Context: an optimization exercise on an open-source flow, tuned for small area, a short achievable clock period and few clock cycles. The choices shown serve that exercise and are no tape-out recipe.
Only simulation tests tie the RTL to the original design; equivalence was not proved.
Power and IR drop assume default switching activity.

==> flow/design.v <==
module cf2_blframer (
    input  wire        clk,
    input  wire        rst,           
    input  wire        boot_stay,     
    input  wire [31:0] app_word,      
    input  wire        rx_valid,
    input  wire [7:0]  rx_data,
    output wire        rx_ready,      
    output reg         tx_valid,
    output reg  [7:0]  tx_data,
    input  wire        tx_ready,
    output reg         stg_we,
    output reg         stg_re,
    output reg  [13:0] stg_addr,
    output reg  [7:0]  stg_wdata,
    input  wire [7:0]  stg_rdata,
    output reg         fc_we,
    output reg  [1:0]  fc_reg,        
    output wire [31:0] fc_addr,
    output wire [31:0] fc_wdata,
    input  wire        fc_busy,
    output reg         diag_valid,
    output reg  [1:0]  diag_code,     
    output wire        idle,
    output wire        app_mode,
    output wire        fault
);
    localparam [7:0]  SYNC1 = 8'hBC;
    localparam [7:0]  SYNC2 = 8'hCF;
    localparam [31:0] FC_KEY1     = 32'h4567_0123;
    localparam [31:0] FC_KEY2     = 32'hCDEF_89AB;
    localparam [31:0] PROGRAM_CFG = 32'h0000_0201;    
    localparam [1:0] REG_KEY = 2'd0, REG_CFG = 2'd1, REG_WORD = 2'd2;
    localparam [1:0] DIAG_CKSUM = 2'd1, DIAG_BOUNDS = 2'd2, DIAG_STAGE = 2'd3;
    localparam [6:0] RING_LAST = 7'd97;
    function automatic [6:0] inc(input [6:0] p);
        inc = (p == RING_LAST) ? 7'd0 : p + 7'd1;
    endfunction
    reg app_r;
    always @(posedge clk)
        if (rst)
            app_r <= !boot_stay && (app_word != 32'hFFFF_FFFF);
    reg [7:0] ring [0:97];
    reg [6:0] wp;          
    reg [6:0] tp;          
    reg       rdy;
    assign rx_ready = rdy;
    wire push = rx_valid && rdy;
    always @(posedge clk)
        if (push)
            ring[wp] <= rx_data;
    localparam [2:0] C_IDLE = 3'd0, C_LOAD = 3'd1, C_FLASH = 3'd2, C_SEND = 3'd3,
                     C_FAULT = 3'd4;
    reg [2:0] cmd;
    reg       flt;
    reg  [6:0]  rp;
    reg  [12:0] rp_row;
    reg  [7:0]  rp_col;
    wire [7:0]  ring_rd;
    wire [7:0]  row_rd [0:12];
    genvar gr, gc;
    generate
        for (gr = 0; gr < 13; gr = gr + 1) begin : g_row
            wire [7:0] t [0:7];
            for (gc = 0; gc < 8; gc = gc + 1) begin : g_col
                if (8 * gr + gc < 98) begin : g_slot
                    assign t[gc] = {8{rp_col[gc]}} & ring[8 * gr + gc];
                end else begin : g_none
                    assign t[gc] = 8'd0;
                end
            end
            assign row_rd[gr] = {8{rp_row[gr]}} &
                                (t[0] | t[1] | t[2] | t[3] | t[4] | t[5] | t[6] | t[7]);
        end
    endgenerate
    assign ring_rd = row_rd[0] | row_rd[1] | row_rd[2]  | row_rd[3]  | row_rd[4] |
                     row_rd[5] | row_rd[6] | row_rd[7]  | row_rd[8]  | row_rd[9] |
                     row_rd[10] | row_rd[11] | row_rd[12];
    localparam [2:0] F_SYNC1 = 3'd0, F_SYNC2 = 3'd1, F_TYPE = 3'd2, F_LEN = 3'd3,
                     F_PAYLOAD = 3'd4, F_CKLO = 3'd5, F_CKHI = 3'd6;
    localparam [2:0] OP_NONE = 3'd0, OP_INFO = 3'd1, OP_LOAD = 3'd2, OP_WRITE = 3'd3,
                     OP_STAT = 3'd4;
    reg  [6:0] fp;         
    reg        fb_v;       
    reg  [7:0] fb;
    reg  [6:0] cpos;
    reg  [2:0] fst;
    reg  [4:0] fcnt;
    reg  [7:0] ck_a, ck_b;
    reg        ck_lo_ok;
    reg  [7:0] ftype;
    reg  [5:0] flen;
    reg  [6:0] fbase;      
    reg  [6:0] p7pos;      
    reg        p1ff;
    reg  [2:0] opc;
    reg        pg_ok;
    reg  [3:0] pg;
    reg  [7:0] p5, p6;            
    reg        pn16;
    reg  [3:0] n7;                
    reg        n7big, n8nz;       
    reg        pend;
    reg        pgood;
    reg        lbok;
    reg  [6:0] pend_end;
    wire admit     = (flen >= 6'd3) && p1ff;
    wire dispatch  = pend && (cmd == C_IDLE);
    wire wf_disp   = pgood && admit && (opc == OP_WRITE);
    wire f_block   = (fst == F_TYPE) &&
                     ((pend && !(dispatch && !wf_disp)) || (cmd == C_FLASH));
    wire f_consume = fb_v && !f_block;
    wire can_fetch = !app_r && (!fb_v || f_consume);
    wire fetch_byp = can_fetch && (fp == wp) && push;
    wire fetch_rng = can_fetch && (fp != wp) && (cmd == C_IDLE) && (rp == fp);
    wire fetch     = fetch_byp || fetch_rng;
    wire [6:0] fp_n = fetch ? inc(fp) : fp;
    wire fl_next;
    wire [7:0] b = fb;
    wire [7:0] ck_a_n = ck_a + b;
    wire [7:0] ck_b_n = ck_b + ck_a;
    wire [5:0] lb_cnt_f = flen - 6'd7;
    always @(posedge clk) begin
        if (rst) begin
            fp   <= 7'd0;
            cpos <= 7'd0;
            fb_v <= 1'b0;
            fst  <= F_SYNC1;
        end else begin
            fp <= fp_n;
            if (fetch) begin
                fb   <= fetch_byp ? rx_data : ring_rd;
                fb_v <= 1'b1;
            end else if (f_consume)
                fb_v <= 1'b0;
            if (f_consume) begin
                cpos <= inc(cpos);
                case (fst)
                F_SYNC1: if (b == SYNC1) fst <= F_SYNC2;
                F_SYNC2: fst <= (b == SYNC2) ? F_TYPE : F_SYNC1;
                F_TYPE: begin
                    ftype <= b;
                    ck_a  <= b;
                    ck_b  <= 8'd0;
                    p1ff  <= 1'b0;
                    opc   <= OP_NONE;
                    pg_ok <= 1'b1;
                    pg    <= 4'd0;
                    p5    <= 8'd0;
                    p6    <= 8'd0;
                    n7    <= 4'd0;
                    n7big <= 1'b0;
                    n8nz  <= 1'b0;
                    pn16  <= 1'b0;
                    fst   <= F_LEN;
                end
                F_LEN: begin
                    flen  <= b[5:0];
                    ck_a  <= ck_a_n;
                    ck_b  <= ck_b_n;
                    fbase <= inc(cpos);
                    fcnt  <= 5'd0;
                    if (b > 8'd32)      fst <= F_SYNC1;
                    else if (b == 8'd0) fst <= F_CKLO;
                    else                fst <= F_PAYLOAD;
                end
                F_PAYLOAD: begin
                    ck_a <= ck_a_n;
                    ck_b <= ck_b_n;
                    fcnt <= fcnt + 5'd1;
                    case (fcnt)
                    5'd1: p1ff <= (b == 8'hFF);
                    5'd2: case (b)
                              8'h10:   opc <= OP_INFO;
                              8'h14:   opc <= OP_LOAD;
                              8'h18:   opc <= OP_WRITE;
                              8'h19:   opc <= OP_STAT;
                              default: opc <= OP_NONE;
                          endcase
                    5'd3: begin pg_ok <= (b <= 8'd9); pg <= b[3:0]; end
                    5'd4: if (b != 8'd0) pg_ok <= 1'b0;
                    5'd5: p5 <= b;
                    5'd6: begin p6 <= b; p7pos <= inc(cpos); end
                    5'd7: begin n7 <= b[3:0]; n7big <= (b > 8'd10); end
                    5'd8: n8nz <= (b != 8'd0);
                    default: ;
                    endcase
                    if ({1'b0, fcnt} + 6'd1 == flen)
                        fst <= F_CKLO;
                end
                F_CKLO: begin
                    ck_lo_ok <= (b == ck_a);
                    ck_b     <= ck_b_n;
                    fst      <= F_CKHI;
                end
                default: begin  
                    fst <= F_SYNC1;
                end
                endcase
            end
            if (fl_next)
                {pn16, p6, p5} <= {pn16, p6, p5} + 17'd1;
        end
    end
    wire f_done = f_consume && (fst == F_CKHI);
    always @(posedge clk)
        lbok <= (flen >= 6'd7) && pg_ok && (p6[7:3] == 5'd0) &&
                ({1'b0, p6[2:0], p5} + {7'd0, lb_cnt_f[4:0]} <= 12'd1024);
    wire [6:0] cpos_n = f_consume ? inc(cpos) : cpos;
    wire [6:0] tp_n   = dispatch ? pend_end :
                        (cmd == C_IDLE && !pend) ? cpos_n : tp;
    wire [7:0] dq_raw = {1'b0, wp} - {1'b0, tp};
    wire [6:0] dq     = dq_raw[7] ? dq_raw[6:0] + 7'd98 : dq_raw[6:0];
    wire       q63    = (dq == 7'd63);
    wire       q64    = (dq == 7'd64);
    reg        idle_r;
    always @(posedge clk) begin
        if (rst) begin
            wp     <= 7'd0;
            tp     <= 7'd0;
            rdy    <= 1'b1;
            pend   <= 1'b0;
            idle_r <= 1'b0;
        end else begin
            if (push) wp <= inc(wp);
            tp     <= tp_n;
            rdy    <= push ? !q63 : !q64;
            idle_r <= !app_r && (cmd == C_IDLE) && !pend && (wp == tp) && !push;
            if (f_done) begin
                pend     <= 1'b1;
                pgood    <= ck_lo_ok && (b == ck_b);
                pend_end <= inc(cpos);
            end else if (dispatch)
                pend <= 1'b0;
        end
    end
    assign idle     = idle_r;
    assign app_mode = app_r;
    assign fault    = flt;
    reg  [10:0] cnt;       
    localparam T_H0 = 0, T_H1 = 1, T_TYPE = 2, T_LEN = 3, T_PAY = 4, T_CKA = 5, T_CKB = 6,
               T_END = 7;
    reg  [7:0]  tph;
    reg  [7:0]  rtype;
    reg  [5:0]  rlen;      
    reg         rgi;       
    wire [5:0]  pq   = cnt[5:0];           
    wire [7:0]  rb   = stg_wdata;          
    reg  [31:0] word;                      
    wire [7:0]  tx_a = word[7:0];
    wire [7:0]  tx_b = word[15:8];
    localparam [3:0] FP_PAGE = 4'd0, FP_EK1 = 4'd1, FP_EK2 = 4'd2, FP_ECFG = 4'd3,
                     FP_PK1 = 4'd4, FP_PK2 = 4'd5, FP_PCFG = 4'd6, FP_WORDS = 4'd7,
                     FP_NEXT = 4'd8;
    reg  [3:0]  fls;
    wire [16:0] pnum = {pn16, p6, p5};    
    wire        nflt = n7big || n8nz;     
    wire [3:0]  npg  = nflt ? 4'd10 : n7;  
    reg  [3:0]  pidx;      
    wire [10:0] rdc = cnt;   
    reg  [7:0]  wr_w;      
    reg         unsched;   
    reg         wfull;     
    reg         rv;        
    reg  [1:0]  rk;        
    reg         fbz;       
    assign fl_next = (cmd == C_FLASH) && (fls == FP_NEXT);
    wire can_sched = !fc_busy && !(fc_we && fbz);
    wire wready    = wfull || (rv && rk == 2'd3);
    wire rd_act    = (cmd == C_FLASH) && !rdc[10] &&
                     (fls == FP_PCFG || fls == FP_WORDS || (fls == FP_PK2 && can_sched));
    wire rd_go     = rd_act && ((rdc[1:0] != 2'd0) || !unsched ||
                                (fls == FP_WORDS && can_sched));
    wire wr_go     = (cmd == C_FLASH) && (fls == FP_WORDS) && wready && can_sched;
    assign fc_addr  = {4'd0, 1'b1, pnum, wr_w, 2'b00};
    assign fc_wdata = word;
    function automatic [4:0] sector_of(input [16:0] p);
        case (p)
            17'd0:   sector_of = {1'b1, 4'd0};
            17'd16:  sector_of = {1'b1, 4'd1};
            17'd32:  sector_of = {1'b1, 4'd2};
            17'd48:  sector_of = {1'b1, 4'd3};
            17'd64:  sector_of = {1'b1, 4'd4};
            17'd128: sector_of = {1'b1, 4'd5};
            17'd256: sector_of = {1'b1, 4'd6};
            17'd384: sector_of = {1'b1, 4'd7};
            17'd512: sector_of = {1'b1, 4'd8};
            17'd640: sector_of = {1'b1, 4'd9};
            17'd768: sector_of = {1'b1, 4'd10};
            17'd896: sector_of = {1'b1, 4'd11};
            default: sector_of = 5'd0;
        endcase
    endfunction
    wire [4:0] psect = sector_of(pnum);
    wire [5:0] nlen = rgi ? 6'd24 : 6'd5;
    reg        povr;
    reg  [7:0] pval;
    always @(*) begin
        povr = 1'b1;
        pval = 8'h00;
        if (rgi) begin
            case (pq)
                6'd3:  pval = 8'h00;
                6'd4:  pval = 8'h04;
                6'd5:  pval = 8'h0A;
                6'd6:  pval = 8'h00;
                6'd7:  pval = 8'h00;
                6'd8:  pval = 8'h04;
                6'd9:  pval = 8'h10;
                6'd10: pval = 8'h00;
                6'd23: pval = 8'h10;
                default: povr = 1'b0;
            endcase
        end else begin
            case (pq)
                6'd3: pval = 8'h01;
                6'd4: pval = 8'h00;
                default: povr = 1'b0;
            endcase
        end
        if (!povr && pq >= rlen)
            povr = 1'b1;             
    end
    wire [7:0] st_d = (cmd == C_SEND && povr) ? pval : ring_rd;
    wire [7:0] tsel = ({8{tph[T_H0]}}   & SYNC1) |
                      ({8{tph[T_H1]}}   & SYNC2) |
                      ({8{tph[T_TYPE]}} & rtype) |
                      ({8{tph[T_LEN]}}  & {2'b00, nlen}) |
                      ({8{tph[T_PAY]}}  & rb) |
                      ({8{tph[T_CKA]}}  & tx_a) |
                      ({8{tph[T_CKB]}}  & tx_b);
    wire tx_ld  = !tx_valid || tx_ready;
    wire pf_go  = tph[T_LEN] || (tph[T_PAY] && pq != nlen);
    reg       rp_ld;
    reg [6:0] rp_v;
    always @(*) begin
        rp_ld = 1'b1;
        rp_v  = fetch_rng ? inc(fp) : fp;
        case (cmd)
        C_IDLE: if (dispatch && pgood && admit) begin
            if (opc == OP_LOAD) begin
                if (lbok && lb_cnt_f != 6'd0)
                    rp_v = p7pos;
            end
            else if (opc == OP_INFO || opc == OP_STAT || opc == OP_WRITE)
                rp_v = fbase;
        end
        C_LOAD:  rp_v = (cnt[4:0] == 5'd31) ? fp : inc(rp);
        C_SEND: begin
            rp_ld = tx_ld && (pf_go || tph[T_END]);
            rp_v  = tph[T_END] ? fp : inc(rp);
        end
        C_FLASH: rp_ld = 1'b0;
        default: ;
        endcase
    end
    wire        cnt_clr  = dispatch || (cmd == C_FLASH && fls == FP_PAGE);
    wire [10:0] cnt_init = (dispatch && opc == OP_LOAD) ? {6'd0, 5'd7 - flen[4:0]} : 11'd0;
    wire        cnt_inc  = (cmd == C_LOAD) || (cmd == C_SEND && tx_ld && pf_go) ||
                           (cmd == C_FLASH && rd_go);
    always @(posedge clk) begin
        if (cnt_clr)
            cnt <= cnt_init;       
        else if (cnt_inc)
            cnt <= cnt + 11'd1;
    end
    always @(posedge clk) begin
        stg_we     <= 1'b0;
        stg_re     <= 1'b0;
        fc_we      <= 1'b0;
        diag_valid <= 1'b0;
        rv         <= stg_re;
        rk         <= stg_addr[1:0];
        if (rp_ld) begin
            rp     <= rp_v;
            rp_row <= 13'd1 << rp_v[6:3];
            rp_col <= 8'd1 << rp_v[2:0];
        end
        if (rst) begin
            rp       <= 7'd0;
            rp_row   <= 13'd1;
            rp_col   <= 8'd1;
            cmd      <= C_IDLE;
            flt      <= 1'b0;
            tx_valid <= 1'b0;
            fc_reg   <= REG_KEY;
            fbz      <= 1'b0;
        end else begin
            case (cmd)
            C_IDLE: if (dispatch) begin
                rtype      <= ftype;
                rlen       <= flen;
                tph        <= 8'd1;
                word[15:0] <= 16'd0;
                if (!pgood) begin
                    diag_valid <= 1'b1;
                    diag_code  <= DIAG_CKSUM;
                end else if (admit) begin
                    case (opc)
                    OP_INFO: begin
                        rgi <= 1'b1;
                        cmd <= C_SEND;
                    end
                    OP_STAT: begin
                        rgi <= 1'b0;
                        cmd <= C_SEND;
                    end
                    OP_LOAD: begin
                        if (lbok) begin
                            stg_addr <= {pg, p6[1:0], p5};
                            if (lb_cnt_f != 6'd0)
                                cmd <= C_LOAD;
                        end else begin
                            diag_valid <= 1'b1;
                            diag_code  <= DIAG_BOUNDS;
                        end
                    end
                    OP_WRITE: begin
                        rgi  <= 1'b0;
                        pidx <= 4'd0;
                        fls  <= FP_PAGE;
                        cmd  <= C_FLASH;
                    end
                    default: ;
                    endcase
                end
            end
            C_LOAD: begin
                stg_we    <= 1'b1;
                stg_wdata <= st_d;
                if (stg_we) stg_addr <= stg_addr + 14'd1;
                if (cnt[4:0] == 5'd31)
                    cmd <= C_IDLE;
            end
            C_SEND: if (tx_ld) begin
                tx_data <= tsel;
                if (tph[T_END]) begin
                    tx_valid <= 1'b0;
                    cmd      <= C_IDLE;
                end else
                    tx_valid <= 1'b1;
                if (tph[T_TYPE] || tph[T_LEN] || tph[T_PAY]) begin
                    word[7:0]  <= tx_a + tsel;
                    word[15:8] <= tx_b + tx_a;
                end
                if (tph[T_CKA])
                    word[15:8] <= tx_b + tx_a;
                if (pf_go) begin
                    stg_wdata <= st_d;
                end
                if (!tph[T_PAY] || pq == nlen)
                    tph <= {tph[6:0], 1'b0};
            end
            C_FLASH: begin
                if (fc_we && fc_reg == REG_WORD) wr_w <= wr_w + 8'd1;
                if (wr_go)
                    wfull <= 1'b0;
                else if (rv && rk == 2'd3)
                    wfull <= 1'b1;
                if (wr_go)
                    unsched <= 1'b0;
                if (rd_go) begin
                    stg_re   <= 1'b1;
                    stg_addr <= {pidx, rdc[9:0]};
                    if (rdc[1:0] == 2'd3) unsched <= 1'b1;
                end
                if (rv) word <= {stg_rdata, word[31:8]};
                case (fls)
                FP_PAGE: begin
                    wr_w    <= 8'd0;
                    unsched <= 1'b0;
                    wfull   <= 1'b0;
                    if (pidx == npg && !nflt) begin
                        tph        <= 8'd1;
                        word[15:0] <= 16'd0;
                        cmd        <= C_SEND;
                    end else if (pidx == npg) begin
                        diag_valid <= 1'b1;
                        diag_code  <= DIAG_STAGE;
                        flt        <= 1'b1;
                        cmd        <= C_FAULT;
                    end else
                        fls <= psect[4] ? FP_EK1 : FP_PK1;
                end
                FP_EK1, FP_EK2, FP_ECFG, FP_PK1, FP_PK2, FP_PCFG: if (can_sched) begin
                    fc_we  <= 1'b1;
                    fc_reg <= (fls == FP_ECFG || fls == FP_PCFG) ? REG_CFG : REG_KEY;
                    fbz    <= (fls == FP_ECFG);
                    case (fls)
                        FP_EK1, FP_PK1: word <= FC_KEY1;
                        FP_EK2, FP_PK2: word <= FC_KEY2;
                        FP_ECFG:        word <= {15'd0, 1'b1, 6'd0, 2'b10, 1'b0,
                                                 psect[3:0], 3'b010};
                        default:        word <= PROGRAM_CFG;
                    endcase
                    fls    <= fls + 4'd1;
                end
                FP_WORDS: begin
                    if (wr_go) begin
                        fc_we  <= 1'b1;
                        fc_reg <= REG_WORD;
                        fbz    <= 1'b1;
                        if (wr_w == 8'd255) fls <= FP_NEXT;
                    end
                end
                default: begin  
                    pidx <= pidx + 4'd1;
                    fls  <= FP_PAGE;
                end
                endcase
            end
            default: ;  
            endcase
        end
    end
endmodule
==> flow/run.sh <==
#!/bin/bash
# synth_recipe.tcl (not shown) runs the flow's synth.tcl, then flattens the netlist and writes it again
# the make line also repeats each setting of config.mk as NAME=value (left out here)
make -C /OpenROAD-flow-scripts/flow DESIGN_CONFIG=/design/flow/config.mk WORK_HOME=/design/flow/orfs CLKGATE_MAP_FILE= SYNTH_SCRIPT=/design/flow/synth_recipe.tcl finish
==> flow/config.mk <==
export PLATFORM = sky130hd
export DESIGN_NAME = cf2_blframer
export DESIGN_NICKNAME = cf2_blframer
export VERILOG_FILES = /design/flow/design.v
export SDC_FILE = /design/flow/constraint.sdc
export NUM_CORES = 4
export LEC_CHECK = 0
export CAP_MARGIN = 20
export CORE_MARGIN = 2
export CORE_UTILIZATION = 40
export CTS_CLUSTER_DIAMETER = 80
export CTS_CLUSTER_SIZE = 25
export PLACE_DENSITY = 0.6
export SETUP_SLACK_MARGIN = 5.0
export SLEW_MARGIN = 20
==> flow/constraint.sdc <==
create_clock -name core_clock -period 8.0 [get_ports {clk}]
set_input_delay 1.6000 -clock core_clock [delete_from_list [all_inputs] [get_ports {clk}]]
set_output_delay 1.6000 -clock core_clock [all_outputs]
set_load 0.01 [all_outputs]
==> notes.md, run 1 <==
status=timing/DRC/antenna clean; total negative slack=0 ns; Tmin final=3.10 ns; drt pass-1 iters=6; Congestion Overflow GR=0; # nets final=3693; die height=342 microns; Vias per Instance=between 5 and 6; Die X-Extent=roughly 340 microns; Routed Antenna Nets=0; Critical Path Max Stage Delay=0.51 ns; largest net degree at the start of global routing=65; H-tree depth=2; Synth-to-Final Area Change=16.2%; max-slew violation count=0; Syn Inst Count=3315; CTS Buf Count=53; CP Launch Point=flen[1]; Min-Delay Path Depth=0; Slew @ Worst Pin=1.02 ns; Post-CTS Hold Fix Bufs=0; first-pass GRT wire length=196000 microns; max reg flops=a little under 800; Post-synth top flop=edfxtp_1; top flop regs=ring (784), word (32), stg_addr (14); initial core utilization=40.2%; wire per inst=26.5 microns; HP Start=ftype[7]; Worst Reg-to-Reg Cells=11; # clock sinks=1082; PortBufs=153; sequential share of the synthesized area=between 60% and 70%; hold_ws=0.395 ns; post-synth cell types=89; Worst Setup Start Kind=flip-flop; period utilization=38.7%; clk slew on worst S/H paths=0.11 ns; synth cell count leaders=edfxtp_1, a22oi_1, nor2_1, clkbuf_1, nand4_1; CP most frequent cell=ha_4; initial drt markers=3680; Yosys reg bits=1082; area fraction of the dominant cell type after synthesis=65.5%; top cells by area, synth=edfxtp_1, a22oi_1, dfxtp_1, nor2_1, ha_1; CP Max Fanout=4; drt total wl=about 140000 microns; Crit Path Class=flip-flop to flip-flop; Root Buffer=clkbuf_16; Vias=just over 30000; Slew HR=a little under a third; Post-synth EDFFs=999; count leader, synth=edfxtp_1; share of cells above drive strength 1=18.4%; number of global-route vias before repair=29302; Pwr Density=208 mW/mm^2; crit path DAT=~3.7 ns; initial antenna violation count=3; slowest cell on the critical path=or4_4; GPL Wtd Cong=0.870; IO Pins=roughly 160; hpwl dp=84600 microns; clock buffer depth=3; Synthesis Warnings=1; Core Rows=124; worst skew pair latency=roughly 0.73 ns; Reg with most FFs=ring; hold path endpoint=rtype[7]; synthesized area=0.0458 sq mm; R2R Path End=lbok; Max-cap violations=0; critical path capture point type=flip-flop; cell chain of the critical path=ha_4, buf_4, xor2_2, ha_4, a21o_1, a21oi_2, xnor2_1, or4_4, a2111oi_4, o2111ai_1, a31oi_1; Hold WC Path Type=flip-flop to flip-flop; flop-to-flop setup slack=4.90 ns; overall power=around 0.011 W; GRT Util Overall=roughly 22%; WP data required=8.62 ns; leak pwr=16.9 nW; asr flop ratio synth=0%; r2r startpoint=flen[1]; final hold vios=0; fmax=323 MHz; Fillers=9983; Synth Area per Inst=about 14 sq um; final setup fails=0; leading area contributor after synthesis=edfxtp_1; die area=0.117 sq mm; RSZ-0062 raised after global routing=yes; CTS tree=done; core area=0.114 sq mm; maximum vdd ir drop=0.000213 V; Clock Skew=0.0798 ns; Residual DRC=0
## worst max-delay path, delay by kind of cell (launching register included)
kind / cells / cell delay, ns
buffers and inverters: 1 / 0.14
AND/OR/NAND/NOR: 1 / 0.51
XOR/XNOR: 2 / 0.27
AO/OA/AOI/OAI: 5 / 1.14
flip-flops: 1 / 0.48
adder cells (fa/ha/maj): 2 / 0.46
## cell families (layout without fill, tap and decap cells)
kind of cell             count (synthesis)  in the layout  share of synthesized area (%)
buffers and inverters                  270            553                           2.32
AO/OA/AOI/OAI                          853            854                           13.2
other                                    2              8                         0.0164
flip-flops                            1082           1082                           69.1
multiplexers                            59             59                           1.33
XOR/XNOR                               136            136                           2.60
adder cells (fa/ha/maj)                 81             81                           2.31
AND/OR/NAND/NOR                        832            832                           9.07
## cells in the final DEF (no fill, tap or decap), types with 60 or more instances in the layout
master / Yosys / routed
a22oi_1: 451 / 443
nand3_1: 74 / 70
buf_4: 8 / 209
o21ai_0: 77 / 70
nand2_1: 126 / 122
dfxtp_1: 83 / 60
xor2_1: 63 / 62
a21oi_1: 114 / 104
edfxtp_1: 999 / 999
xnor2_1: 73 / 72
nor2_1: 272 / 177
ha_1: 74 / 69
nand4_1: 134 / 134
## layer usage
metal	track usage (%)	wire [microns]
met1	31.4	56800
met2	36.3	63700
met3	3.32	11300
met4	6.17	3750
met5	0	0
## power breakdown
group / switching [W] / internal (W) / leakage (nW)
Clock: 0.00187 / 0.00136 / 0.812
Sequential: 0.0000911 / 0.00622 / 9.72
Combinational: 0.000993 / 0.000546 / 6.36
Total: 0.00295 / 0.00812 / 16.9
## worst max path at each step
stage               cells past startpoint          end
CTS                                     6  ring[69][2]
global route                            4  ring[42][4]
detailed placement                      5  ring[39][5]
finish                                 11         lbok
floorplan                               7    flip-flop
global placement                        5  ring[63][1]
## metrics by stage
step                cell area (sq um)  utilization, %  std cells  setup WS [ns]
floorplan                       46100               -       3320           4.63
global placement                49100            43.0       4823           3.44
detailed placement              49100            43.0       4823           3.36
CTS                             52400            46.0       5066           4.83
global route                    53200            46.7       5116           4.83
finish                          53200            46.7       5117           4.90
## layout make-up
class / instances / area, sq um / share of cell area [%]
clock inverter: 16 / 246 / 0.463
multi-input combinational: 1969 / 14400 / 27.1
clock buffer: 84 / 1470 / 2.77
inverter: 62 / 238 / 0.447
tap: 1512 / 1890 / 3.55
antenna: 1 / 2.50 / 0.00470
sequential: 1082 / 31700 / 59.6
timing repair buffer: 391 / 3240 / 6.08
## what timing repair did
item,4_1_cts,5_1_grt
gates resized for setup,476,154
pin swaps,22,38
cloned,0,2
buffers inserted,143,48
setup endpoints to repair,878,670
Testbench counts, summed over its fixed seeds: cycles 41,977.
==> run 2, diff against run 1 <==
==> flow/flow/run.sh (new file) <==
#!/bin/bash
# The standard layout, with plain buffers (buf_2) on the ports in place of the
# delay-cell buffers buffer_ports picks by default. Every port still gets its
# own buffer; all other steps are the standard.sh unchanged.
set -euo pipefail
bash standard.sh "BUFFER_PORTS_ARGS=-buffer_cell sky130_fd_sc_hd__buf_2" finish > standard_flow.log 2>&1
==> flow/standard.sh (new file) <==
#!/bin/bash
# synth_recipe.tcl (not shown) runs the flow's synth.tcl, then flattens the netlist and writes it again
# the make line also repeats each setting of config.mk as NAME=value (left out here)
make -C /OpenROAD-flow-scripts/flow DESIGN_CONFIG=/design/flow/config.mk WORK_HOME=/design/flow/orfs CLKGATE_MAP_FILE= SYNTH_SCRIPT=/design/flow/synth_recipe.tcl "${@:-finish}"
--- a/flow/config.mk
+++ b/flow/config.mk
@@ -9,6 +9,6 @@
 export CORE_MARGIN = 2
-export CORE_UTILIZATION = 40
+export CORE_UTILIZATION = 55
 export CTS_CLUSTER_DIAMETER = 80
 export CTS_CLUSTER_SIZE = 25
-export PLACE_DENSITY = 0.6
+export PLACE_DENSITY = 0.7
 export SETUP_SLACK_MARGIN = 5.0
removed: flow/run.sh
==> notes.md, run 2 <==
status=timing/DRC/antenna clean; wire per inst=28.4 microns (+7.2%); synthesized area=0.0458 sq mm (unchanged); xor and xnor area share after synthesis=2.60% (unchanged); final setup fails=0 (unchanged); flip-flop and latch area=0.0317 sq mm (about the same); area fraction of the dominant cell type after synthesis=65.5% (unchanged); crit path DAT=3.52 ns (-0.20 ns); CP Max Fanout=57 (+53); count leader, synth=edfxtp_1; max-slew violation count=0 (unchanged); Slew @ Worst Pin=1.06 ns (+0.0392 ns); Root Buffer=clkbuf_16; Slew HR=28.8% (-3.2 points); commonest non-fill, non-tap cell in the layout=edfxtp_1; Vias=30805 (+0.55%); Crit Path Class=flip-flop to flip-flop; CTS Buf Count=53 (unchanged); share of cells above drive strength 1=16.7% (-1.7 points); final hold vios=0 (unchanged); total negative slack=0 ns (unchanged); Tmin final=3.10 ns (+0.00123 ns); clk slew on worst S/H paths=0.10 ns (about the same); initial core utilization=55.7% (+16 points); area of the multi-input gates=0.0141 sq mm (-2.0%); Worst Reg-to-Reg Cells=6 (-5); Worst Setup Start Kind=flip-flop; post-synthesis mux area share=1.33% (unchanged); Clock Skew=0.0501 ns (-0.0296 ns); Synthesis Warnings=1 (unchanged); Core Rows=105 (-15%); Max-cap violations=0 (unchanged); hpwl dp=82100 microns (-3.0%); sequential share of the synthesized area=69.1% (unchanged); top cells by area, synth=edfxtp_1, a22oi_1, dfxtp_1, nor2_1, ha_1; Post-synth EDFFs=999 (unchanged); CTS tree=done; H-tree depth=2 (unchanged); hold_ws=0.343 ns (-0.0516 ns); post-synth cell types=89 (unchanged); Synth Area per Inst=13.8 sq um (unchanged); drt total wl=129000 microns (-4.6%); Post-synth top flop=edfxtp_1; leading area contributor after synthesis=edfxtp_1; maximum vdd ir drop=0.000187 V (-12%); Residual DRC=0 (unchanged); # clock sinks=1082 (unchanged); period utilization=38.7% (about the same); IO Pins=161 (unchanged); fraction of the mapped netlist area in adder cells=2.31% (unchanged); Util after Layout=62.0% (+15 points); top flop regs=ring (784), word (32), stg_addr (14); synth cell count leaders=edfxtp_1, a22oi_1, nor2_1, clkbuf_1, nand4_1; DP Cell Count=4373 (-9.3%); Yosys reg bits=1082 (unchanged); post-synthesis simple-gate area fraction=9.07% (unchanged); initial drt markers=3881 (+5.5%); first-pass GRT wire length=188000 microns (-4.1%); PortBufs=153 (unchanged); number of global-route vias before repair=29108 (-0.66%); die area=0.0856 sq mm (-27%); critical path capture point type=flip-flop; asr flop ratio synth=0% (unchanged); commonest non-fill, non-tap cells in the layout=edfxtp_1, a22oi_1, nor2_1; Min-Delay Path Depth=0 (unchanged); largest family of logic cells by synthesized area=compound AO/OA/AOI/OAI gates; Pwr Density=214 mW/mm^2 (+2.8%); Synth-to-Final Area Change=11.3%; leak pwr=16.2 nW (-4.0%); worst skew pair latency=0.68 ns (-0.05 ns); core area=0.0822 sq mm (-28%); GRT Util Overall=29.1% (+6.8 points); RSZ-0062 raised after global routing=yes; fmax=323 MHz (about the same); drt pass-1 iters=8 (+2); Congestion Overflow GR=0 (unchanged); Synth Area in Compound Gates=13.2% (unchanged); Layout Cells excl Fill=4556 (-11%); largest net degree at the start of global routing=81 (+25%); # nets final=3574 (-3.2%); clock buffer depth=3 (unchanged); Hold WC Path Type=flip-flop to flip-flop; Syn Inst Count=3315 (unchanged); Routed Antenna Nets=0 (unchanged); WP data required=8.42 ns (-0.20 ns); max reg flops=784 (unchanged); initial antenna violation count=1 (-2); GPL Wtd Cong=0.925 (+6.4%); Fillers=6146 (-38%); Reg with most FFs=ring; die height=293 microns (-15%); Vias per Instance=6.76 (+13%); Die X-Extent=293 microns (-15%)
## run 2: worst paths after layout
check	to	from	slack, ns
max	fb[0]	rp_col[7]	4.90
min	rv	stg_re	0.34
max reg2reg	fb[0]	rp_col[7]	4.90
min reg2reg	rv	stg_re	0.34
## run 2: layer usage
layer	vias to the layer above	track usage (%)	routed length, microns
met5	-	0	0
li1	13276	-	-
met3	278	4.04	12200
met1	15368	40.5	50500
met4	0	11.1	5250
met2	1883	47.0	61400
## run 2: kinds of logic (layout without fill, tap and decap cells)
| group | after synthesis | in the layout |
|---|---|---|
| AO/OA/AOI/OAI | 853 | 854 |
| XOR/XNOR | 136 | 136 |
| other | 2 | 8 |
| multiplexers | 59 | 59 |
| buffers and inverters | 270 | 434 |
| flip-flops | 1082 | 1082 |
| adder cells (fa/ha/maj) | 81 | 81 |
| AND/OR/NAND/NOR | 832 | 832 |
## run 2: final cells by class
cell class | count | share of cell area, %
flip-flops and latches | 1082 | 62.2
repair buffers | 272 | 3.65
clock buffers | 86 | 2.90
diodes | 1 | 0.00491
clock inverters | 14 | 0.398
multi-input cells | 1969 | 27.8
well taps | 1070 | 2.63
inverters | 62 | 0.461
## run 2: repair_timing
item / in CTS / in global routing
gates cloned: 0 / 1
gates resized for setup: 104 / 110
pin swaps: 10 / 20
hold buffers: 0 / 0
endpoints found under the setup margin: 504 / 513
buffers inserted: 45 / 36
## run 2: per-stage QoR
step                worst slack, ns  area [sq um]  power, W
detailed placement             3.69         47700   0.00773
CTS                            4.91         50200    0.0108
global placement               3.73         47700   0.00771
global route                   4.87         51000    0.0112
floorplan                      4.63         46100   0.00718
finish                         4.90         51000    0.0109
## run 2: power by group
part | internal (W) | total (W) | switching, W
registers | 0.00622 | 0.00635 | 0.000129
logic | 0.000481 | 0.00141 | 0.000930
clock network | 0.00133 | 0.00314 | 0.00182
total | 0.00802 | 0.0109 | 0.00288
## run 2: critical path, cell delays in order (launching register included)
cell and delay, ns:
dfxtp_4 0.48, buf_8 0.27, a22oi_1 0.34, nand4_1 0.27
a222oi_1 0.60, nand4_1 0.43, mux2_2 0.39
==> run 3, diff against run 2 <==
--- a/flow/config.mk
+++ b/flow/config.mk
@@ -9,7 +9,7 @@
 export CORE_MARGIN = 2
-export CORE_UTILIZATION = 55
+export CORE_UTILIZATION = 40
 export CTS_CLUSTER_DIAMETER = 80
 export CTS_CLUSTER_SIZE = 25
-export PLACE_DENSITY = 0.7
-export SETUP_SLACK_MARGIN = 5.0
+export PLACE_DENSITY = 0.6
+export SETUP_SLACK_MARGIN = 4.8
 export SLEW_MARGIN = 20
==> notes.md, run 3 <==
drt pass-1 iters=5 (-3); worst skew pair latency=0.72 ns (+0.04 ns); GPL Wtd Cong=0.903 (-2.5%); Synth-to-Final Area Change=10.1%; Slew HR=13.0% (-16 points); Critical Path Max Stage Delay=0.95 ns (+0.35 ns); Post-synth EDFFs=999 (unchanged); IO Pins=161 (unchanged); Yosys reg bits=1082 (unchanged); period utilization=40.7% (+1.9 points); maximum vdd ir drop=0.000178 V (-5.1%); GRT Util Overall=21.5% (-7.7 points); WP data required=8.35 ns (-0.07 ns); commonest non-fill, non-tap cell in the layout=edfxtp_1; post-synthesis simple-gate area fraction=9.07% (unchanged); xor and xnor area share after synthesis=2.60% (unchanged); initial antenna violation count=2 (+1); Vias per Instance=6.04 (-11%); Util after Layout=44.2% (-18 points); Crit Path Class=input pin to flip-flop; count leader, synth=edfxtp_1; Synthesis Warnings=1 (unchanged); final hold vios=0 (unchanged); Post-synth top flop=edfxtp_1; max reg flops=784 (unchanged); initial drt markers=3432 (-12%); Cell Int Power=0.00802 W (-0.10%); Tmin final=3.25 ns (+0.154 ns); largest net degree at the start of global routing=78 (-3.7%); CTS tree=done; max-slew violation count=0 (unchanged); fraction of the mapped netlist area in adder cells=2.31% (unchanged); grt met2 use=34.3% (-13 points); total negative slack=0 ns (unchanged); largest family of logic cells by synthesized area=compound AO/OA/AOI/OAI gates; RSZ-0062 raised after global routing=yes; global route hottest layer=met2; top cells by area, synth=edfxtp_1, a22oi_1, dfxtp_1, nor2_1, ha_1; crit path DAT=3.60 ns (+0.08 ns); H-tree depth=2 (unchanged); Fillers=10222 (+66%); Max-cap violations=0 (unchanged); slowest cell on the critical path=or3_1; met3 GRT Util=3.51% (-0.53 points); sequential share of the synthesized area=69.1% (unchanged); drt total wl=130000 microns (+0.82%); Clock Skew=0.0907 ns (+0.0406 ns); post-synth cell types=89 (unchanged); Slew @ Worst Pin=1.31 ns (+0.246 ns); core area=0.114 sq mm (+39%); Root Buffer=clkbuf_16; synth cell count leaders=edfxtp_1, a22oi_1, nor2_1, clkbuf_1, nand4_1; Clock Power Share=29.4% (+0.6 points); critical path capture point type=flip-flop; Synth Area in Compound Gates=13.2% (unchanged); Core Rows=124 (+18%); Flop pwr share=58.3% (about the same); number of global-route vias before repair=28381 (-2.5%); hpwl dp=83900 microns (+2.1%); final setup fails=0 (unchanged); # nets final=3527 (-1.3%); commonest non-fill, non-tap cells in the layout=edfxtp_1, a22oi_1, nor2_1; Residual DRC=0 (unchanged); die area=0.117 sq mm (+37%); top flop regs=ring (784), word (32), stg_addr (14); CTS Buf Count=53 (unchanged); wire per inst=26.4 microns (-7.2%); switching power=0.00288 W (+0.22%); fmax=307 MHz (-4.7%); Die X-Extent=342 microns (+17%); area fraction of the dominant cell type after synthesis=65.5% (unchanged); initial core utilization=40.2% (-16 points); Pwr Density=216 mW/mm^2 (+1.0%); first-pass GRT wire length=189000 microns (+0.52%); Syn Inst Count=3315 (unchanged); Comb pwr share=12.3% (-0.6 points); status=timing/DRC/antenna clean; Worst Setup Start Kind=input pin; met1 Use GR=30.1% (-10 points); clk slew on worst S/H paths=0.10 ns (about the same); share of cells above drive strength 1=12.4% (-4.3 points); Sw Share=26.5% (+0.063 points); CP Max Fanout=10 (-82%); # clock sinks=1082 (unchanged); Reg with most FFs=ring; Congestion Overflow GR=0 (unchanged); Vias=29882 (-3.0%); Hold WC Path Type=flip-flop to flip-flop; PortBufs=153 (unchanged); Synth Area per Inst=13.8 sq um (unchanged); asr flop ratio synth=0% (unchanged); Routed Antenna Nets=0 (unchanged); die height=342 microns (+17%); leak pwr=15.9 nW (-1.9%); leading area contributor after synthesis=edfxtp_1; synthesized area=0.0458 sq mm (unchanged); cell chain of the critical path=buf_2, nand2_1, or3_1, nor2_1; post-synthesis mux area share=1.33% (unchanged); clock buffer depth=3 (unchanged)
## run 3: critical path: cells and delay by family
family / cells / cell delay (ns)
simple gates: 3 / 1.91
buf+inv: 1 / 0.09
## run 3: path summary, 6_finish.rpt
| path | slack, ns | cells after the start | from | end |
|---|---|---|---|---|
| setup / recovery | 4.75 | 4 | rx_valid | ring[66][3] |
| hold / removal | 0.38 | 0 | stg_re | rv |
| setup reg to reg | 4.80 | 9 | rp_col[0] | fb[6] |
| hold reg to reg | 0.38 | 0 | stg_re | rv |
## run 3: per-layer routing
layer / share of wire, % / wire length, microns
met2: 47 / 61100
met3: 8.0 / 10500
met1: 42 / 55000
met5: 0 / 0
met4: 3.0 / 3920
## run 3: logic make-up after synthesis
family / Yosys count
flops: 1082
compound gates: 853
simple gates: 832
buf+inv: 270
xor+xnor: 136
fa+ha+maj: 81
mux: 59
other cells: 2
## run 3: area by class of cell
| cell class | count | area, sq um | share of cell area, % |
|---|---|---|---|
| inverters | 62 | 233 | 0.461 |
| clock buffers | 80 | 1450 | 2.87 |
| repair buffers | 225 | 1380 | 2.74 |
| multi-input cells | 1969 | 13600 | 26.9 |
| well taps | 1512 | 1890 | 3.75 |
| clock inverters | 18 | 231 | 0.459 |
| diodes | 1 | 2.50 | 0.00496 |
| flip-flops and latches | 1082 | 31700 | 62.8 |
## run 3: power by group through the flow
stage / clock network [W] / registers, W / logic, W
floorplan: 0 / 0.00637 / 0.000802
global placement: 0 / 0.00649 / 0.00125
detailed placement: 0 / 0.00649 / 0.00126
CTS: 0.00325 / 0.00636 / 0.00127
global route: 0.00343 / 0.00636 / 0.00143
finish: 0.00320 / 0.00636 / 0.00134
## run 3: timing repair
action | in CTS | in global routing
pin swaps | 11 | 8
resized for setup | 39 | 57
gates cloned | 0 | 2
hold buffers | 0 | 0
setup endpoints to repair | 318 | 178
buffers inserted | 16 | 18
## run 3: metrics by stage
stage,std cells,hold WS [ns],area (sq um),total power (W),setup WS [ns]
finish,4949,0.380,50400,0.0109,4.75
global route,4948,0.384,50400,0.0112,4.71
CTS,4928,0.378,50000,0.0109,4.73
detailed placement,4814,0.364,48100,0.00775,3.77
global placement,4814,0.367,48100,0.00774,3.76
floorplan,3320,0.382,45900,0.00717,4.60
==> run 4, diff against run 3 <==
--- a/flow/config.mk
+++ b/flow/config.mk
@@ -13,3 +13,3 @@
 export PLACE_DENSITY = 0.6
-export SETUP_SLACK_MARGIN = 4.8
+export SETUP_SLACK_MARGIN = 5.0
 export SLEW_MARGIN = 20
==> notes.md, run 4 <==
Setup WS pre-CTS=3.80 ns (+0.0320 ns); max reg flops=784 (unchanged); Clock Skew=0.113 ns (+0.0224 ns); Util after Layout=45.4% (+1.2 points); top cells by area, synth=edfxtp_1, a22oi_1, dfxtp_1, nor2_1, ha_1; wire per inst=26.9 microns (+2.1%); Vias per Instance=6.01 (-0.41%); Vias=30193 (+1.0%); sequential share of the synthesized area=69.1% (unchanged); Core Rows=124 (unchanged); share of cells above drive strength 1=17.6% (+5.3 points); core area=0.114 sq mm (unchanged); hold path endpoint=rv; R2R Path End=fb[6]; fmax=330 MHz (+7.4%); die area=0.117 sq mm (unchanged); total negative slack=0 ns (unchanged); Congestion Overflow GR=0 (unchanged); area fraction of the dominant cell type after synthesis=65.5% (unchanged); clk slew on worst S/H paths=0.11 ns (about the same); status=timing/DRC/antenna clean; initial core utilization=40.2% (unchanged); worst skew pair latency=0.74 ns (+0.02 ns); RSZ-0062 raised after global routing=yes; Post-synth EDFFs=999 (unchanged); H-tree depth=2 (unchanged); # clock sinks=1082 (unchanged); drt total wl=135000 microns (+3.6%); # nets final=3622 (+2.7%); initial antenna violation count=2 (unchanged); Post-CTS Hold Fix Bufs=0 (unchanged); GPL Wtd Cong=0.879 (-2.6%); Slew HR=29.1% (+16 points); clock buffer depth=3 (unchanged); flop-to-flop setup slack=5.00 ns (+0.20 ns); critical path capture point type=flip-flop; r2r startpoint=rp_col[1]; antenna fix cells=0 (-1); number of global-route vias before repair=28530 (+0.52%); CP Max Fanout=10 (unchanged); Critical Path Max Stage Delay=0.66 ns (-0.29 ns); Root Buffer=clkbuf_16; die height=342 microns (unchanged); commonest non-fill, non-tap cells in the layout=edfxtp_1, a22oi_1, nor2_1; Max-cap violations=0 (unchanged); Hold WC Path Type=flip-flop to flip-flop; CTS Buf Count=54 (+1.9%); max-slew violation count=0 (unchanged); hold_ws=0.409 ns (+0.0288 ns); initial drt markers=3507 (+2.2%); largest net degree at the start of global routing=76 (-2.6%); commonest non-fill, non-tap cell in the layout=edfxtp_1; Syn Inst Count=3315 (unchanged); Synthesis Warnings=1 (unchanged); Residual DRC=0 (unchanged); PortBufs=153 (unchanged); HP Start=stg_re; DP Cell Count=4818 (+0.083%); hpwl dp=84000 microns (+0.18%); leading area contributor after synthesis=edfxtp_1; Synth-to-Final Area Change=13.0%; Synth Area per Inst=13.8 sq um (unchanged); slowest cell on the critical path=nor2_1; synthesized area=0.0458 sq mm (unchanged); Crit Path Class=input pin to flip-flop; fin worst setup slack=4.97 ns (+0.224 ns); GRT Util Overall=22.2% (+0.68 points); Layout Cells excl Fill=5021 (+1.5%); first-pass GRT wire length=194000 microns (+2.7%); drt pass-1 iters=6 (+1); period utilization=37.9% (-2.8 points); maximum vdd ir drop=0.000178 V (+0.46%); post-synth cell types=89 (unchanged); Post-synth top flop=edfxtp_1; Tmin final=3.03 ns (-0.224 ns); Pwr Density=213 mW/mm^2 (-1.6%); final hold vios=0 (unchanged); synth cell count leaders=edfxtp_1, a22oi_1, nor2_1, clkbuf_1, nand4_1; Worst Reg-to-Reg Cells=8 (-1); Min-Delay Path Depth=0 (unchanged); crit path DAT=3.36 ns (-0.24 ns); Die X-Extent=342 microns (unchanged); CP most frequent cell=nor2_1; leak pwr=16.5 nW (+3.5%); Worst Setup Start Kind=input pin; Reg with most FFs=ring; CTS tree=done; WP data required=8.33 ns (-0.02 ns); asr flop ratio synth=0% (unchanged); IO Pins=161 (unchanged); cell chain of the critical path=buf_2, nand2_1, nor2_1, nand3_1, buf_4, nor2_1; final setup fails=0 (unchanged); top flop regs=ring (784), word (32), stg_addr (14); Slew @ Worst Pin=1.06 ns (-0.248 ns); Yosys reg bits=1082 (unchanged); Routed Antenna Nets=0 (unchanged); count leader, synth=edfxtp_1
==> run 4: critical path, delay by kind of cell <==
kind                   cells  cell delay (ns)
buffers and inverters      2             0.36
AND/OR/NAND/NOR            4             1.38
==> run 4: layout make-up <==
| type | instances | area, sq um |
|---|---|---|
| clock inverters | 17 | 258 |
| inverters | 62 | 234 |
| clock buffers | 60 | 1390 |
| fillers | 10121 | 62300 |
| multi-input cells | 1969 | 14000 |
| well taps | 1512 | 1890 |
| repair buffers | 319 | 2300 |
| flip-flops and latches | 1082 | 31700 |
==> run 4: timing repair <==
action                     in CTS  in global routing
gates cloned                    0                  1
pin swaps                      11                 30
buffers inserted               76                 49
setup endpoints to repair     402                257
resized for setup             107                 72
==> run 4: where the power goes <==
part	internal, W	total, W	switching (W)
Clock	0.00130	0.00318	0.00188
Sequential	0.00622	0.00634	0.000119
Combinational	0.000519	0.00149	0.000970
Total	0.00804	0.0110	0.00297
==> run 4: how the worst max path moves through the flow <==
stage                      start      endpoint  slack (ns)  depth (start not counted)
finish                  rx_valid   ring[13][1]        4.97                          6
floorplan                fc_busy     flip-flop        4.63                          7
global placement        rx_valid   ring[52][4]        3.85                          4
detailed placement      rx_valid   ring[55][2]        3.80                          5
global route                pend     flip-flop        4.90                          7
CTS                 stg_wdata[4]  stg_wdata[4]        4.96                          1
==> run 4: stage by stage <==
stage	power [W]	cell area (sq um)
2_1_floorplan	0.00718	46100
3_3_place_gp	0.00775	48300
3_5_place_dp	0.00775	48300
4_1_cts	0.0109	51000
5_1_grt	0.0113	51800
6_report	0.0110	51800
==> run 4: logic make-up (layout without fill, tap and decap cells) <==
logic type	Yosys count	count (layout)	share of synthesized area, %
AO/OA/AOI/OAI	853	854	13.2
AND/OR/NAND/NOR	832	832	9.07
multiplexers	59	59	1.33
other	2	7	0.0164
flip-flops	1082	1082	69.1
buffers and inverters	270	458	2.32
XOR/XNOR	136	136	2.60
adder cells (fa/ha/maj)	81	81	2.31
==> run 4: metal layers <==
layer  up-vias  part of all wire [%]  track usage (%)
li1      13372                     -                -
met1     15217                    42             31.6
met2      1388                    46             35.1
met3       214                   8.1             3.37
met4         2                   3.2             6.51
met5         -                0.0059                0
==> run 5, diff against run 4 <==
--- a/flow/config.mk
+++ b/flow/config.mk
@@ -12,3 +12,3 @@
 export CTS_CLUSTER_SIZE = 25
-export PLACE_DENSITY = 0.6
+export PLACE_DENSITY = 0.75
 export SETUP_SLACK_MARGIN = 5.0
==> notes.md, run 5 <==
drt total wl=129000 microns (-4.6%); CTS tree=done; overall power=0.0109 W (-0.78%); area fraction of the dominant cell type after synthesis=65.5% (unchanged); slowest cell on the critical path=nand3_4; total negative slack=0 ns (unchanged); top flop regs=ring (784), word (32), stg_addr (14); Synth Area in Compound Gates=13.2% (unchanged); Root Buffer=clkbuf_16; leading area contributor after synthesis=edfxtp_1; Hold WC Path Type=flip-flop to flip-flop; count leader, synth=edfxtp_1; core area=0.114 sq mm (unchanged); asr flop ratio synth=0% (unchanged); clock buffer depth=3 (unchanged); fmax=333 MHz (+0.92%); WP data required=8.36 ns (+0.03 ns); share of cells above drive strength 1=16.9% (-0.72 points); cell chain of the critical path=buf_2, nand2_1, nor2_2, nand3_4, nor2_4; Routed Antenna Nets=0 (unchanged); IO Pins=161 (unchanged); Congestion Overflow GR=0 (unchanged); GRT Util Overall=20.6% (-1.5 points); Tmin final=3.00 ns (-0.0277 ns); clk slew on worst S/H paths=0.09 ns (-0.02 ns); fin worst setup slack=5.00 ns (+0.0277 ns); Core Rows=124 (unchanged); Syn Inst Count=3315 (unchanged); Worst Setup Start Kind=input pin; Synthesis Warnings=1 (unchanged); Crit Path Class=input pin to flip-flop; global route hottest layer=met2; fraction of the mapped netlist area in adder cells=2.31% (unchanged); commonest non-fill, non-tap cell in the layout=edfxtp_1; post-synthesis mux area share=1.33% (unchanged); Clock Power Share=28.6% (-0.3 points); period utilization=37.5% (-0.35 points); Pwr Density=212 mW/mm^2 (-0.52%); PortBufs=153 (unchanged); met3 GRT Util=4.22% (+0.85 points); worst skew pair latency=0.69 ns (-0.05 ns); max-slew violation count=0 (unchanged); Residual DRC=0 (unchanged); GPL Wtd Cong=0.934 (+6.2%); die area=0.117 sq mm (unchanged); H-tree depth=2 (unchanged); CP top delay family=simple AND/OR/NAND/NOR gates; met1 Use GR=27.8% (-3.8 points); Cell Int Power=0.00802 W (-0.16%); maximum vdd ir drop=0.000171 V (-4.0%); CP Max Fanout=13 (+3); drt pass-1 iters=11 (+5); Reg with most FFs=ring; Post-synth EDFFs=999 (unchanged); Slew @ Worst Pin=1.10 ns (+0.0386 ns); synthesized area=0.0458 sq mm (unchanged); synth cell count leaders=edfxtp_1, a22oi_1, nor2_1, clkbuf_1, nand4_1; Clock Skew=0.0435 ns (-0.0696 ns); initial antenna violation count=1 (-1); sequential share of the synthesized area=69.1% (unchanged); Post-synth top flop=edfxtp_1; # nets final=3599 (-0.64%); initial drt markers=4556 (+30%); post-synth cell types=89 (unchanged); xor and xnor area share after synthesis=2.60% (unchanged); Synth Area per Inst=13.8 sq um (unchanged); commonest non-fill, non-tap cells in the layout=edfxtp_1, a22oi_1, nor2_1; post-synthesis simple-gate area fraction=9.07% (unchanged); initial core utilization=40.2% (unchanged); CTS Buf Count=53 (-1.9%); status=timing/DRC/antenna clean; Max-cap violations=0 (unchanged); max reg flops=784 (unchanged); final setup fails=0 (unchanged); Flop pwr share=58.1% (+0.5 points); largest net degree at the start of global routing=80 (+5.3%); Vias per Instance=6.18 (+2.8%); final hold vios=0 (unchanged); leak pwr=16.3 nW (-0.84%); Post-CTS Hold Fix Bufs=0 (unchanged); Yosys reg bits=1082 (unchanged); Die X-Extent=342 microns (unchanged); first-pass GRT wire length=185000 microns (-4.8%); switching power=0.00290 W (-2.5%); number of global-route vias before repair=29041 (+1.8%); # clock sinks=1082 (unchanged); Slew HR=26.6% (-2.5 points); Sw Share=26.5% (-0.46 points); Vias=30986 (+2.6%); RSZ-0062 raised after global routing=yes; Setup WS pre-CTS=3.68 ns (-0.123 ns); wire per inst=25.7 microns (-4.4%); crit path DAT=3.37 ns (about the same); Critical Path Max Stage Delay=0.48 ns (-0.18 ns); grt met2 use=33.1% (-2.0 points); worst path buffer plus inverter count=1 (-1); die height=342 microns (unchanged); largest family of logic cells by synthesized area=compound AO/OA/AOI/OAI gates; top cells by area, synth=edfxtp_1, a22oi_1, dfxtp_1, nor2_1, ha_1; hpwl dp=79900 microns (-4.9%); Synth-to-Final Area Change=12.7%; critical path capture point type=flip-flop; Comb pwr share=13.3% (-0.2 points)
==> run 5: cell counts after synthesis <==
No cell type changed its count.
==> run 5: per-layer routing <==
| layer | share of wire (%) | vias up |
|---|---|---|
| li1 | - | 13323 |
| met1 | 38 | 15260 |
| met2 | 47 | 2110 |
| met3 | 12 | 293 |
| met4 | 3.7 | 0 |
| met5 | 0 | - |
==> run 5: worst paths after layout <==
kind                      end     start  depth (start not counted)  slack (ns)
setup / recovery  ring[31][4]  rx_valid                          5        5.00
hold / removal             rv    stg_re                          0        0.37
setup reg to reg    rp_row[9]    cnt[0]                         12        5.01
hold reg to reg            rv    stg_re                          0        0.37
==> run 5: worst reg2reg max path, cell delays in order (launching register included) <==
cell,delay [ns]
edfxtp_1,0.46
ha_2,0.25
inv_2,0.08
nor2_2,0.07
ha_1,0.22
mux2_4,0.34
o41ai_4,0.42
a31oi_1,0.10
o2bb2ai_1,0.29
o21ai_4,0.11
buf_12,0.15
and3_2,0.23
a22o_1,0.18
==> run 5: timing repair <==
item / 4_1_cts / 5_1_grt
setup buffers: 54 / 54
setup endpoints to repair: 636 / 381
gates resized for setup: 119 / 77
pin swaps: 15 / 9
cloned: 0 / 1
==> run 5: cell families after synthesis <==
family / count (synthesis)
flops: 1082
compound gates: 853
simple gates: 832
buf+inv: 270
xor+xnor: 136
fa+ha+maj: 81
mux: 59
other cells: 2
==> run 5: layout make-up <==
cell class,count,area [sq um]
fillers,9826,62400
flip-flops and latches,1082,31700
multi-input cells,1969,14100
repair buffers,297,2080
well taps,1512,1890
clock buffers,72,1430
inverters,62,239
clock inverters,17,205
diodes,1,2.50
==> run 5: power groups by stage <==
stage	Sequential, W	Clock [W]	Combinational [W]
4_1_cts	0.00637	0.00314	0.00130
2_1_floorplan	0.00637	0	0.000810
5_1_grt	0.00635	0.00333	0.00153
3_5_place_dp	0.00650	0	0.00121
3_3_place_gp	0.00650	0	0.00119
6_report	0.00634	0.00313	0.00145
==> run 5: per-stage QoR <==
step	hold WS [ns]	cell area (sq um)	cells	utilization, %
finish	0.373	51600	5012	45.3
global route	0.382	51600	5011	45.3
CTS	0.372	50800	4955	44.5
detailed placement	0.359	48200	4812	42.3
global placement	0.357	48200	4812	42.3
floorplan	0.382	46100	3320	-
==> run 6, diff against run 5 <==
--- a/flow/config.mk
+++ b/flow/config.mk
@@ -10,5 +10,5 @@
 export CORE_UTILIZATION = 40
-export CTS_CLUSTER_DIAMETER = 80
-export CTS_CLUSTER_SIZE = 25
-export PLACE_DENSITY = 0.75
+export CTS_CLUSTER_DIAMETER = 90
+export CTS_CLUSTER_SIZE = 30
+export PLACE_DENSITY = 0.6
 export SETUP_SLACK_MARGIN = 5.0
==> notes.md, run 6 <==
status=timing/DRC/antenna clean; Syn Inst Count=3315 (unchanged); flop-to-flop setup slack=4.94 ns (-0.07 ns); Yosys reg bits=1082 (unchanged); R2R Path End=rp_col[4]; count leader, synth=edfxtp_1; largest family of logic cells by synthesized area=compound AO/OA/AOI/OAI gates; clk slew on worst S/H paths=0.11 ns (+0.02 ns); CTS tree=done; Root Buffer=clkbuf_16; Synth Area in Compound Gates=13.2% (unchanged); r2r startpoint=flen[3]; initial drt markers=3245 (-29%); CTS Buf Count=47 (-11%); commonest non-fill, non-tap cells in the layout=edfxtp_1, a22oi_1, nor2_1; H-tree depth=2 (unchanged); fin worst setup slack=4.94 ns (-0.0613 ns); Hold WC Path Type=flip-flop to flip-flop; core area=0.114 sq mm (unchanged); period utilization=38.3% (+0.77 points); synth cell count leaders=edfxtp_1, a22oi_1, nor2_1, clkbuf_1, nand4_1; Critical Path Max Stage Delay=0.58 ns (+0.10 ns); hold path endpoint=rv; drt total wl=135000 microns (+4.6%); Worst Reg-to-Reg Cells=10 (-2); max reg flops=784 (unchanged); CP Max Fanout=9 (-4); initial antenna violation count=4 (+3); slowest cell on the critical path=or4_1; worst skew pair latency=0.70 ns (about the same); Reg with most FFs=ring; xor and xnor area share after synthesis=2.60% (unchanged); fraction of the mapped netlist area in adder cells=2.31% (unchanged); Synthesis Warnings=1 (unchanged); initial core utilization=40.2% (unchanged); hpwl dp=84000 microns (+5.2%); drt pass-1 iters=6 (-5); Post-synth EDFFs=999 (unchanged); GRT Util Overall=22.1% (+1.5 points); CP Depth=10 (+5); Pwr Density=210 mW/mm^2 (-0.62%); final hold vios=0 (unchanged); post-synth cell types=89 (unchanged); post-synthesis mux area share=1.33% (unchanged); HP Start=stg_re; die height=342 microns (unchanged); Setup WS pre-CTS=3.80 ns (+0.123 ns); number of global-route vias before repair=28418 (-2.1%); Tmin final=3.06 ns (+0.0613 ns); sequential share of the synthesized area=69.1% (unchanged); Clock Skew=0.0803 ns (+0.0367 ns); critical path capture point type=flip-flop; worst path buffer plus inverter count=2 (+1); fmax=326 MHz (-2.0%); area fraction of the dominant cell type after synthesis=65.5% (unchanged); leading area contributor after synthesis=edfxtp_1; max-slew violation count=0 (unchanged); total negative slack=0 ns (unchanged); # clock sinks=1082 (unchanged); clock buffer depth=3 (unchanged); die area=0.117 sq mm (unchanged); first-pass GRT wire length=193000 microns (+4.4%); post-route cell area=0.0518 sq mm (+0.25%); Slew @ Worst Pin=1.04 ns (-0.0580 ns); Synth-to-Final Area Change=13.0%; top cells by area, synth=edfxtp_1, a22oi_1, dfxtp_1, nor2_1, ha_1; Min-Delay Path Depth=0 (unchanged); CP Launch Point=flen[3]; Routed Antenna Nets=0 (unchanged); Vias=30150 (-2.7%); Post-synth top flop=edfxtp_1; crit path DAT=3.67 ns (+0.30 ns); asr flop ratio synth=0% (unchanged); Worst Setup Start Kind=flip-flop; maximum vdd ir drop=0.000163 V (-4.9%); Max-cap violations=0 (unchanged); post-synthesis simple-gate area fraction=9.07% (unchanged); share of cells above drive strength 1=17.4% (+0.48 points); WP data required=8.60 ns (+0.24 ns); commonest non-fill, non-tap cell in the layout=edfxtp_1; CP most frequent cell=buf_4; top flop regs=ring (784), word (32), stg_addr (14); final setup fails=0 (unchanged); GPL Wtd Cong=0.879 (-5.8%); Slew HR=30.5% (+3.9 points); # nets final=3626 (+0.75%); wire per inst=26.8 microns (+4.1%); Die X-Extent=342 microns (unchanged); Synth Area per Inst=13.8 sq um (unchanged); hold_ws=0.393 ns (+0.0198 ns); Congestion Overflow GR=0 (unchanged); Residual DRC=0 (unchanged); RSZ-0062 raised after global routing=yes; dpl cell area=0.0483 sq mm (+0.12%); synthesized area=0.0458 sq mm (unchanged); IO Pins=161 (unchanged); PortBufs=153 (unchanged); CP top delay family=simple AND/OR/NAND/NOR gates; leak pwr=16.5 nW (+0.90%); cell chain of the critical path=buf_4, nor4_2, a21o_1, nor2_2, or4_1, o221ai_1, a222oi_1, buf_4, nor2b_1, a32o_2; largest net degree at the start of global routing=76 (-5.0%); Core Rows=124 (unchanged); Vias per Instance=5.98 (-3.2%); Crit Path Class=flip-flop to flip-flop
## run 6: layout make-up
type | count | area (sq um)
Sequential cell | 1082 | 31700
Clock inverter | 19 | 272
Inverter | 62 | 236
Multi-Input combinational cell | 1968 | 13900
Timing Repair Buffer | 331 | 2470
Tap cell | 1512 | 1890
Clock buffer | 62 | 1230
Antenna cell | 2 | 5.00
Fill cell | 10110 | 62300
## run 6: how the worst max path moves through the flow
stage                   to  slack (ns)
2_1_floorplan    flip-flop        4.63
3_3_place_gp   ring[52][4]        3.85
3_5_place_dp   ring[55][2]        3.80
4_1_cts          flip-flop        4.97
5_1_grt          flip-flop        4.89
6_report         rp_col[4]        4.94
## run 6: what timing repair did
item / CTS / global route
gates cloned: 0 / 1
setup buffers: 81 / 55
gates resized for setup: 107 / 62
hold buffers: 0 / 0
setup endpoints to repair: 397 / 256
hold endpoints to repair: 0 / 0
pin swaps: 13 / 21
## run 6: layer usage
| layer | global-route usage (%) | vias up | part of all wire, % |
|---|---|---|---|
| li1 | - | 13373 | - |
| met1 | 31.0 | 15079 | 41 |
| met2 | 34.6 | 1458 | 46 |
| met3 | 4.19 | 236 | 9.0 |
| met4 | 7.67 | 4 | 3.8 |
| met5 | 0 | - | 0.021 |
## run 6: metrics by stage
step	instances	power (W)	utilization (%)
2_1_floorplan	3320	0.00718	-
3_3_place_gp	4817	0.00775	42.3
3_5_place_dp	4818	0.00775	42.4
4_1_cts	4980	0.0108	44.6
5_1_grt	5036	0.0112	45.4
6_report	5038	0.0109	45.4
## run 6: worst reg2reg max path, delay by kind of cell (launching register included)
| family | cells | cell delay [ns] |
|---|---|---|
| and+or+nand+nor | 4 | 1.20 |
| buffers and inverters | 2 | 0.39 |
| DFF | 1 | 0.49 |
| AOI/OAI and AO/OA | 4 | 0.88 |
## run 6: kinds of logic (layout without fill, tap and decap cells)
family | Yosys count | in the layout
XOR/XNOR | 136 | 136
buffers and inverters | 270 | 474
flip-flops | 1082 | 1082
adder cells (fa/ha/maj) | 81 | 81
AND/OR/NAND/NOR | 832 | 832
other | 2 | 9
AO/OA/AOI/OAI | 853 | 853
multiplexers | 59 | 59
## run 6: report_power, final
group / internal [W] / switching, W
Sequential: 0.00622 / 0.000104
Combinational: 0.000547 / 0.000987
Clock: 0.00117 / 0.00186
Total: 0.00793 / 0.00295

re-timing with driven ports:
The flow's constraints put no driver on any port. The routed layouts listed below were extracted and timed again, unchanged, in two steps.
Step 1: set_driving_cell puts a clkbuf_16 on clk and a buf_2 on each other input, an assumption about the parent block.
Step 2, shift: input delay + t, output delay - t, t = (earliest + latest rising clock arrival at the registers) / 2. This alone moves slack from input paths to output paths.
Three values: no drivers, after step 1, after step 2; two values: the first two.
| run | shift t [ns] | setup WS [ns] | worst register clock-pin slew, ns | worst data-port slew with drivers (ns) | cell pins on the clock port's net |
|---|---|---|---|---|---|
| run 1 | 0.758 | 4.902 / 4.848 / 4.090 | 0.11 / 0.11 | 0.17 | 1 |
| run 2 | 0.725 | 4.901 / 4.901 / 4.269 | 0.11 / 0.11 | 0.12 | 1 |
| run 3 | 0.747 | 4.746 / 4.644 / 3.897 | 0.10 / 0.10 | 0.16 | 1 |
| run 4 | 0.754 | 4.970 / 4.876 / 4.122 | 0.11 / 0.11 | 0.16 | 1 |
| run 5 | 0.732 | 4.998 / 4.939 / 4.270 | 0.11 / 0.11 | 0.06 | 1 |
| run 6 | 0.732 | 4.937 / 4.886 / 4.154 | 0.12 / 0.12 | 0.16 | 1 |
After both steps every run listed still meets setup and hold. For run 3, which loses most, drivers alone change the setup slack by -0.102 ns; drivers and shift together by -0.849 ns.
